This design comes from an exercise in tuning for small area, a short achievable clock period and few clock cycles on the open sky130 flow, not from production work.
At most, simulation tests tie the RTL to the original design; equivalence was not proved.
No activity file was given, so power comes from the tool's default toggle rates.

## s88_scanner
module s88_scanner (
    input  wire        clk,
    input  wire        rst,           
    input  wire        cmd_valid,
    input  wire        cmd_enable,
    input  wire [7:0]  cmd_mc,
    output wire        cmd_ready,
    output reg         req_valid,
    output reg         req_start,
    output reg  [5:0]  req_want,
    input  wire        bat_valid,
    input  wire [31:0] bat_value,
    input  wire [5:0]  bat_n,
    output reg         ev_valid,
    output reg  [7:0]  ev_addr,
    output wire [1:0]  ev_state,
    input  wire        ev_ready
);
For scale: roughly 220 flip-flops.
==> flow/config.mk <==
export PLATFORM = sky130hd
export DESIGN_NAME = s88_scanner
export DESIGN_NICKNAME = s88_scanner
export VERILOG_FILES = /design/flow/design.v
export SDC_FILE = /design/flow/constraint.sdc
export NUM_CORES = 4
export LEC_CHECK = 0
export CAP_MARGIN = 20
export CORE_MARGIN = 2
export CORE_UTILIZATION = 40
export SLEW_MARGIN = 20
==> flow/constraint.sdc <==
create_clock -name core_clock -period 10.0 [get_ports {clk}]
set_input_delay 2.0000 -clock core_clock [delete_from_list [all_inputs] [get_ports {clk}]]
set_output_delay 2.0000 -clock core_clock [all_outputs]
set_load 0.01 [all_outputs]
standard.sh (not shown) runs the stock make flow with config.mk's settings and CLKGATE_MAP_FILE= SYNTH_SCRIPT=/design/flow/synth_recipe.tcl, a recipe that flattens the netlist after the stock synthesis.
==> flow/flow/run.sh <==
#!/bin/bash
bash standard.sh SETUP_SLACK_MARGIN=6.5 "BUFFER_PORTS_ARGS=-buffer_cell sky130_fd_sc_hd__buf_1" CTS_CLUSTER_SIZE=20 CTS_CLUSTER_DIAMETER=150 finish > standard.log 2>&1
Edit:
--- a/flow/design.v
+++ b/flow/design.v
@@ -23,13 +23,12 @@
     reg        enabled;
     reg [3:0]  mcm;                 
     reg [1:0]  pq;                  
     reg        vld;                 
     reg        fast;
     reg        f1;                  
-    reg        f2;                  
     reg [31:0] v;
     reg [5:0]  nv;                  
     reg [4:0]  sh;                  
     reg [4:0]  k;                   
     reg        kfin;                
     reg        ev_st;               
@@ -80,40 +79,33 @@
     wire       part_w = !bat_n[5];                  
     wire       ce_w   = part_w || (pq == lastw);
     wire       fast_w = !part_w && want_full && (hw_w > {1'b0, pq});
     wire [31:0] dn = bat_value ^ w1;
     reg  [31:0] t_any [0:5];
     reg  [31:0] t_mul [0:5];
-    reg  [31:0] t_m3  [0:5];
     integer l;
     always @* begin
         for (j = 0; j < 32; j = j + 1) begin
             t_any[0][j] = dn[j];
             t_mul[0][j] = 1'b0;
-            t_m3[0][j]  = 1'b0;
         end
         for (l = 1; l < 6; l = l + 1)
             for (j = 0; j < 32; j = j + 1)
                 if (j < (32 >> l)) begin
                     t_any[l][j] = t_any[l-1][2*j] | t_any[l-1][2*j+1];
                     t_mul[l][j] = t_mul[l-1][2*j] | t_mul[l-1][2*j+1]
                                 | (t_any[l-1][2*j] & t_any[l-1][2*j+1]);
-                    t_m3[l][j]  = t_m3[l-1][2*j] | t_m3[l-1][2*j+1]
-                                | (t_mul[l-1][2*j] & t_any[l-1][2*j+1])
-                                | (t_any[l-1][2*j] & t_mul[l-1][2*j+1]);
                 end else begin
                     t_any[l][j] = 1'b0;
                     t_mul[l][j] = 1'b0;
-                    t_m3[l][j]  = 1'b0;
                 end
     end
     wire dn_le1 = !t_mul[5][0];
-    wire dn_le2 = !t_m3[5][0];
     wire       vld_n  = acc || (vld && !done);
     wire       fast_n = acc ? fast_w : fast;
-    wire       f1_n   = acc ? (vld && fast_w && dn_le1) : (f1 || (f_act && (!multi || (f2 && f_emit))));
+    wire       f1_n   = acc ? (vld && fast_w && dn_le1) : (f1 || (f_act && !multi));
     wire       slot0  = !ev_valid || ev_ready;
     wire       evv_n  = slot0 ? (e1_v || emit) : 1'b1;
     wire       e1v_n  = slot0 ? 1'b0 : (e1_v || emit);
     wire       cmd_t  = cmd_valid && !vld;
     wire       en_cmd = cmd_t && cmd_enable && !enabled && cmd_mc >= 8'd1 && cmd_mc <= 8'd16;
     wire       en_n   = en_cmd || (enabled && !(cmd_t && !cmd_enable));
@@ -132,14 +124,12 @@
             w0 <= hn;
         end
     end
     always @(posedge clk) begin
         fast <= fast_n;
         f1   <= f1_n;
-        if (acc)
-            f2 <= vld && fast_w && dn_le2;
         ph   <= ph_n;
         pq   <= pq_n;
         if (acc) begin
             v    <= bat_value;
             nv   <= bat_n[5] ? 6'd32 : bat_n;
             sh   <= (part_w && bat_n[4:0] != 5'd0) ? (5'd0 - bat_n[4:0]) : 5'd0;
What happened: Non-clock buffer count came out lower by 1. Final area falls by a few percent. Core utilization decreases by 0.57 points. Maximum frequency rose by a few percent. Power shrinks slightly. Flip-flop and latch count drops by 1. Worst hold slack gains 0.015 ns. Critical path depth goes down by 7. Count of clock-buffer cells in the layout does not change. Area after synthesis shrinks by a few percent. Via count decreases by a few percent.
Testbench counts after the change, summed over its fixed seeds: cycles 11,461.
Function not checked in the first run of this note: the RTL went through the layout flow alone.

== oak ==
The RTL this note starts from:
==> flow/design.v <==
module s88_scanner (
    input  wire        clk,
    input  wire        rst,           
    input  wire        cmd_valid,
    input  wire        cmd_enable,
    input  wire [7:0]  cmd_mc,
    output wire        cmd_ready,
    output reg         req_valid,
    output reg         req_start,
    output reg  [5:0]  req_want,
    input  wire        bat_valid,
    input  wire [31:0] bat_value,
    input  wire [5:0]  bat_n,
    output reg         ev_valid,
    output reg  [7:0]  ev_addr,
    output wire [1:0]  ev_state,
    input  wire        ev_ready
);
    reg [31:0] w0, w1, w2, w3;
    reg [1:0]  ph;
    reg [2:0]  hw_w;                
    reg [4:0]  hw_b;
    reg        enabled;
    reg [3:0]  mcm;                 
    reg [1:0]  pq;                  
    reg        vld;                 
    reg        fast;
    reg        f1;                  
    reg [31:0] v;
    reg [5:0]  nv;                  
    reg [4:0]  sh;                  
    reg [4:0]  k;                   
    reg        kfin;                
    reg        ev_st;               
    reg        e1_v;                
    reg [7:0]  e1_addr;
    reg        e1_st;
    integer j;
    assign ev_state  = {ev_st, ~ev_st};
    assign cmd_ready = !vld;
    wire [1:0] lastw = mcm[3:2];
    wire       want_full = (pq != lastw) || (mcm[1:0] == 2'd3);
    wire [5:0] want = req_want;
    wire can = !e1_v;               
    wire [31:0] m = v ^ w0;
    reg  [31:0] pre;                
    always @* begin
        pre[0] = 1'b0;
        for (j = 1; j < 32; j = j + 1)
            pre[j] = pre[j-1] | m[j-1];
    end
    reg  [31:0] pre2;               
    always @* begin
        pre2[0] = 1'b0;
        for (j = 1; j < 32; j = j + 1)
            pre2[j] = pre2[j-1] | (pre[j-1] & m[j-1]);
    end
    wire [31:0] lo    = m & ~pre;
    wire        many  = |(m & pre2);
    wire        any   = |m;
    wire        multi = |(m & pre);
    reg  [5:0]  idx1;               
    always @* begin
        idx1 = 6'd0;
        for (j = 0; j < 32; j = j + 1)
            if (lo[j]) idx1 = idx1 | (j + 1);
    end
    wire        f_act  = vld && fast;
    wire        f_emit = f_act && any && can;
    wire        f_done = f_act && f1 && can;
    wire        s_act  = vld && !fast && (sh == 5'd0) && !kfin;
    wire        s_in   = ({1'b0, k} < nv) && ((ph != lastw) || (k[4:3] <= mcm[1:0]));
    wire        s_unk  = (hw_w == {1'b0, ph}) && (k == hw_b);
    wire        s_chg  = s_in && (s_unk || (v[0] ^ w0[0]));
    wire        s_step = s_act && (!s_chg || can);
    wire        s_emit = s_act && s_chg && can;
    wire        s_nb   = s_in ? v[0] : w0[0];
    wire        s_done = vld && !fast && kfin;
    wire done = f_done || s_done;
    wire emit = f_emit || s_emit;
    wire [5:0] eoff  = fast ? idx1 : ({1'b0, k} + 6'd1);
    wire [7:0] eaddr = {{1'b0, ph} + {2'b00, eoff[5]}, eoff[4:0]};
    wire       est   = fast ? |(lo & v) : v[0];
    wire acc = req_valid && bat_valid;
    wire rot = done || (!vld && (ph != pq));
    wire       part_w = !bat_n[5];                  
    wire       ce_w   = part_w || (pq == lastw);
    wire       fast_w = !part_w && want_full && (hw_w > {1'b0, pq});
    wire [31:0] dn = bat_value ^ w1;
    reg  [31:0] t_any [0:5];
    reg  [31:0] t_mul [0:5];
    integer l;
    always @* begin
        for (j = 0; j < 32; j = j + 1) begin
            t_any[0][j] = dn[j];
            t_mul[0][j] = 1'b0;
        end
        for (l = 1; l < 6; l = l + 1)
            for (j = 0; j < 32; j = j + 1)
                if (j < (32 >> l)) begin
                    t_any[l][j] = t_any[l-1][2*j] | t_any[l-1][2*j+1];
                    t_mul[l][j] = t_mul[l-1][2*j] | t_mul[l-1][2*j+1]
                                | (t_any[l-1][2*j] & t_any[l-1][2*j+1]);
                end else begin
                    t_any[l][j] = 1'b0;
                    t_mul[l][j] = 1'b0;
                end
    end
    wire dn_le1 = !t_mul[5][0];
    wire       vld_n  = acc || (vld && !done);
    wire       fast_n = acc ? fast_w : fast;
    wire       f1_n   = acc ? (vld && fast_w && dn_le1) : (f1 || (f_act && (can ? !many : !multi)));
    wire       slot0  = !ev_valid || ev_ready;
    wire       evv_n  = slot0 ? (e1_v || emit) : 1'b1;
    wire       e1v_n  = slot0 ? 1'b0 : (e1_v || emit);
    wire       cmd_t  = cmd_valid && !vld;
    wire       en_cmd = cmd_t && cmd_enable && !enabled && cmd_mc >= 8'd1 && cmd_mc <= 8'd16;
    wire       en_n   = en_cmd || (enabled && !(cmd_t && !cmd_enable));
    wire [1:0] ph_n   = en_cmd ? 2'd0 : (rot ? ph + 2'd1 : ph);
    wire [1:0] pq_n   = en_cmd ? 2'd0 : (acc ? (ce_w ? 2'd0 : pq + 2'd1) : pq);
    wire [3:0] mcm_n  = en_cmd ? cmd_mc[3:0] - 4'd1 : mcm;
    wire       rv_n   = en_n && (vld_n ? (fast_n && f1_n && !e1v_n && (ph_n + 2'd1 == pq_n))
                                       : (ph_n == pq_n));
    wire [31:0] hn = w0 ^ (lo & {32{f_emit}});
    always @(posedge clk) begin
        if (rot) begin
            w0 <= w1; w1 <= w2; w2 <= w3; w3 <= hn;
        end else if (s_step) begin
            w0 <= {s_nb, w0[31:1]};
        end else begin
            w0 <= hn;
        end
    end
    always @(posedge clk) begin
        fast <= fast_n;
        f1   <= f1_n;
        ph   <= ph_n;
        pq   <= pq_n;
        if (acc) begin
            v    <= bat_value;
            nv   <= bat_n[5] ? 6'd32 : bat_n;
            sh   <= (part_w && bat_n[4:0] != 5'd0) ? (5'd0 - bat_n[4:0]) : 5'd0;
            k    <= 5'd0;
            kfin <= 1'b0;
        end else if (vld && !fast && sh != 5'd0) begin
            v  <= {v[0], v[31:1]};
            sh <= sh - 5'd1;
        end else if (s_step) begin
            v  <= {v[0], v[31:1]};
            k  <= k + 5'd1;
            if (k == 5'd31)
                kfin <= 1'b1;
        end
        if (slot0) begin
            if (e1_v) begin
                ev_addr <= e1_addr;
                ev_st   <= e1_st;
            end else if (emit) begin
                ev_addr <= eaddr;
                ev_st   <= est;
            end
        end
        if (emit && !slot0) begin
            e1_addr <= eaddr;
            e1_st   <= est;
        end
        if (s_step && s_in && s_unk)
            {hw_w, hw_b} <= {hw_w, hw_b} + 8'd1;
        mcm       <= mcm_n;
        req_start <= (pq_n == 2'd0);
        req_want  <= (pq_n != mcm_n[3:2]) ? 6'd32 : {3'd1 + {1'b0, mcm_n[1:0]}, 3'b000};
        if (en_cmd) begin
            hw_w <= 3'd0;
            hw_b <= 5'd0;
        end
    end
    always @(posedge clk) begin
        if (rst) begin
            enabled   <= 1'b0;
            vld       <= 1'b0;
            ev_valid  <= 1'b0;
            e1_v      <= 1'b0;
            req_valid <= 1'b0;
        end else begin
            enabled   <= en_n;
            vld       <= vld_n;
            ev_valid  <= evv_n;
            e1_v      <= e1v_n;
            req_valid <= rv_n;
        end
    end
endmodule
==> flow/config.mk <==
export PLATFORM = sky130hd
export DESIGN_NAME = s88_scanner
export DESIGN_NICKNAME = s88_scanner
export VERILOG_FILES = /design/flow/design.v
export SDC_FILE = /design/flow/constraint.sdc
export NUM_CORES = 4
export LEC_CHECK = 0
export CAP_MARGIN = 20
export CORE_MARGIN = 2
export CORE_UTILIZATION = 40
export SLEW_MARGIN = 20
==> flow/constraint.sdc <==
create_clock -name core_clock -period 10.0 [get_ports {clk}]
set_input_delay 2.0000 -clock core_clock [delete_from_list [all_inputs] [get_ports {clk}]]
set_output_delay 2.0000 -clock core_clock [all_outputs]
set_load 0.01 [all_outputs]
Scripts as last shown in full above: flow/flow/run.sh
> inputs changed (oak -> pine)
--- a/flow/design.v
+++ b/flow/design.v
@@ -27,4 +27,5 @@
     reg        fast;
     reg        f1;                  
+    reg        f2;                  
     reg [31:0] v;
     reg [5:0]  nv;                  
@@ -50,12 +51,5 @@
             pre[j] = pre[j-1] | m[j-1];
     end
-    reg  [31:0] pre2;               
-    always @* begin
-        pre2[0] = 1'b0;
-        for (j = 1; j < 32; j = j + 1)
-            pre2[j] = pre2[j-1] | (pre[j-1] & m[j-1]);
-    end
     wire [31:0] lo    = m & ~pre;
-    wire        many  = |(m & pre2);
     wire        any   = |m;
     wire        multi = |(m & pre);
@@ -108,7 +102,11 @@
     end
     wire dn_le1 = !t_mul[5][0];
+    wire [3:0] qa = t_any[3][3:0];
+    wire [3:0] qm = t_mul[3][3:0];
+    wire q_ge3 = (qa[0] & qa[1] & (qa[2] | qa[3])) | (qa[2] & qa[3] & (qa[0] | qa[1]));
+    wire dn_le2 = (!t_mul[4][0] && !t_mul[4][1]) || (qm == 4'd0 && !q_ge3);
     wire       vld_n  = acc || (vld && !done);
     wire       fast_n = acc ? fast_w : fast;
-    wire       f1_n   = acc ? (vld && fast_w && dn_le1) : (f1 || (f_act && (can ? !many : !multi)));
+    wire       f1_n   = acc ? (vld && fast_w && dn_le1) : (f1 || (f_act && (!multi || (f2 && f_emit))));
     wire       slot0  = !ev_valid || ev_ready;
     wire       evv_n  = slot0 ? (e1_v || emit) : 1'b1;
@@ -120,5 +118,7 @@
     wire [1:0] pq_n   = en_cmd ? 2'd0 : (acc ? (ce_w ? 2'd0 : pq + 2'd1) : pq);
     wire [3:0] mcm_n  = en_cmd ? cmd_mc[3:0] - 4'd1 : mcm;
-    wire       rv_n   = en_n && (vld_n ? (fast_n && f1_n && !e1v_n && (ph_n + 2'd1 == pq_n))
+    wire       kfin_n = !acc && (kfin || (s_step && k == 5'd31));
+    wire       rv_n   = en_n && (vld_n ? (((fast_n && f1_n && !e1v_n) || (!fast_n && kfin_n))
+                                          && (ph_n + 2'd1 == pq_n))
                                        : (ph_n == pq_n));
     wire [31:0] hn = w0 ^ (lo & {32{f_emit}});
@@ -135,6 +135,9 @@
         fast <= fast_n;
         f1   <= f1_n;
+        if (acc)
+            f2 <= vld && fast_w && dn_le2;
         ph   <= ph_n;
         pq   <= pq_n;
+        kfin <= kfin_n;
         if (acc) begin
             v    <= bat_value;
@@ -142,5 +145,4 @@
             sh   <= (part_w && bat_n[4:0] != 5'd0) ? (5'd0 - bat_n[4:0]) : 5'd0;
             k    <= 5'd0;
-            kfin <= 1'b0;
         end else if (vld && !fast && sh != 5'd0) begin
             v  <= {v[0], v[31:1]};
@@ -149,6 +151,4 @@
             v  <= {v[0], v[31:1]};
             k  <= k + 5'd1;
-            if (k == 5'd31)
-                kfin <= 1'b1;
         end
         if (slot0) begin
Notes after the runs:
Every stage of the flow completed for oak, and the final layout passed the timing, design-rule and antenna checks. Looking at the reports, pine completed the entire flow and the layout it produced met the timing, design-rule and antenna checks. Summary of pine over oak: post-cts repair resize count saw a decrease, routability congestion estimate shrank by 0.62%, switching portion of total power -0.18 points. On number of nets with antenna violations after routing, oak and pine are basically level. For oak, the beginning of the critical path was bat_value[23], unlike pine, where it was bat_value[21]. oak reports its largest contributor to cell area by class as multi-input gates while pine reports registers. pine: count of vias placed by the detailed router higher than oak.
No run of this note included a check of the RTL's function; only the layout flow was run.

== before ==
Starts from the design.v that is shown in full above.
Settings: LEC_CHECK=0, CAP_MARGIN=20, CORE_MARGIN=2, CORE_UTILIZATION=40, SLEW_MARGIN=20; clock period 10.0 ns.
==> flow/flow/run.sh <==
#!/bin/bash
bash standard.sh SETUP_SLACK_MARGIN=6.5 "BUFFER_PORTS_ARGS=-buffer_cell sky130_fd_sc_hd__buf_2"  finish > standard.log 2>&1
### before -> after
--- a/flow/design.v
+++ b/flow/design.v
@@ -50,12 +50,5 @@
             pre[j] = pre[j-1] | m[j-1];
     end
-    reg  [31:0] pre2;               
-    always @* begin
-        pre2[0] = 1'b0;
-        for (j = 1; j < 32; j = j + 1)
-            pre2[j] = pre2[j-1] | (pre[j-1] & m[j-1]);
-    end
     wire [31:0] lo    = m & ~pre;
-    wire        many  = |(m & pre2);
     wire        any   = |m;
     wire        multi = |(m & pre);
@@ -110,5 +103,5 @@
     wire       vld_n  = acc || (vld && !done);
     wire       fast_n = acc ? fast_w : fast;
-    wire       f1_n   = acc ? (vld && fast_w && dn_le1) : (f1 || (f_act && (can ? !many : !multi)));
+    wire       f1_n   = acc ? (vld && fast_w && dn_le1) : (f1 || (f_act && !multi));
     wire       slot0  = !ev_valid || ev_ready;
     wire       evv_n  = slot0 ? (e1_v || emit) : 1'b1;
[summary]
- Row count was higher in the run labelled before.
- after ends up with a synthesized cell count that is 66 lower than in before.
- When after is measured against before, its multiplexer area fraction after synthesis turns out 0.49 points lower.
- Count of nets after finishing, before and after: smaller value in after
- Via count in after is about 7% below before.
- Diff before -> after | wire length the detailed router placed on met1 | down by a little under 10%
- [diff] power, after relative to before: improvement
- before → after: utilization after layout lower; post-synthesis share of cell area spent on xor and xnor gates dropped 0.78 points; final period utilization shrank by 1.8 points.
- On worst setup slack: after sits above before.
- Summary of after over before: cell count went down, worst endpoint data arrival time went down.
- The run showing the greater combined buffer and inverter count along the critical path is after.
Testbench counts of after, summed over its fixed seeds: cycles 11,461.
The RTL of before was laid out without a check of its function.

## separate check: timing with driven ports
The flow's constraints put no driver on any port. The routed layouts listed below were extracted and timed again, unchanged, in two steps.
Step 1 assumes that a clkbuf_16 drives the clock port and a buf_2 every other input.
Step 2, shift: input delay + t, output delay - t, t = (earliest + latest rising clock arrival at the registers) / 2. This alone moves slack from input paths to output paths.
a / b / c = no drivers / after step 1 / after step 2; a / b = the first two.
run | t (ns) | slack for setup (ns) | hold slack, ns | clock arrival spread, ns
the first run of note 1 | 0.532 | 6.392 / 6.404 / 5.873 | 0.408 / 0.408 / 0.408 | 0.031 / 0.031
the second run of note 1 | 0.524 | 6.549 / 6.500 / 6.081 | 0.423 / 0.423 / 0.423 | 0.018 / 0.019
oak | 0.537 | 6.387 / 6.401 / 5.864 | 0.414 / 0.414 / 0.414 | 0.026 / 0.026
pine | 0.544 | 6.515 / 6.518 / 5.996 | 0.402 / 0.402 / 0.402 | 0.023 / 0.023
before | 0.564 | 6.406 / 6.423 / 5.859 | 0.416 / 0.416 / 0.416 | 0.015 / 0.015
after | 0.575 | 6.590 / 6.616 / 6.040 | 0.416 / 0.416 / 0.416 | 0.023 / 0.023
After both steps every run listed still meets setup and hold. The setup slack of after, which loses most, moves by +0.026 ns with the drivers and by -0.550 ns with both steps.
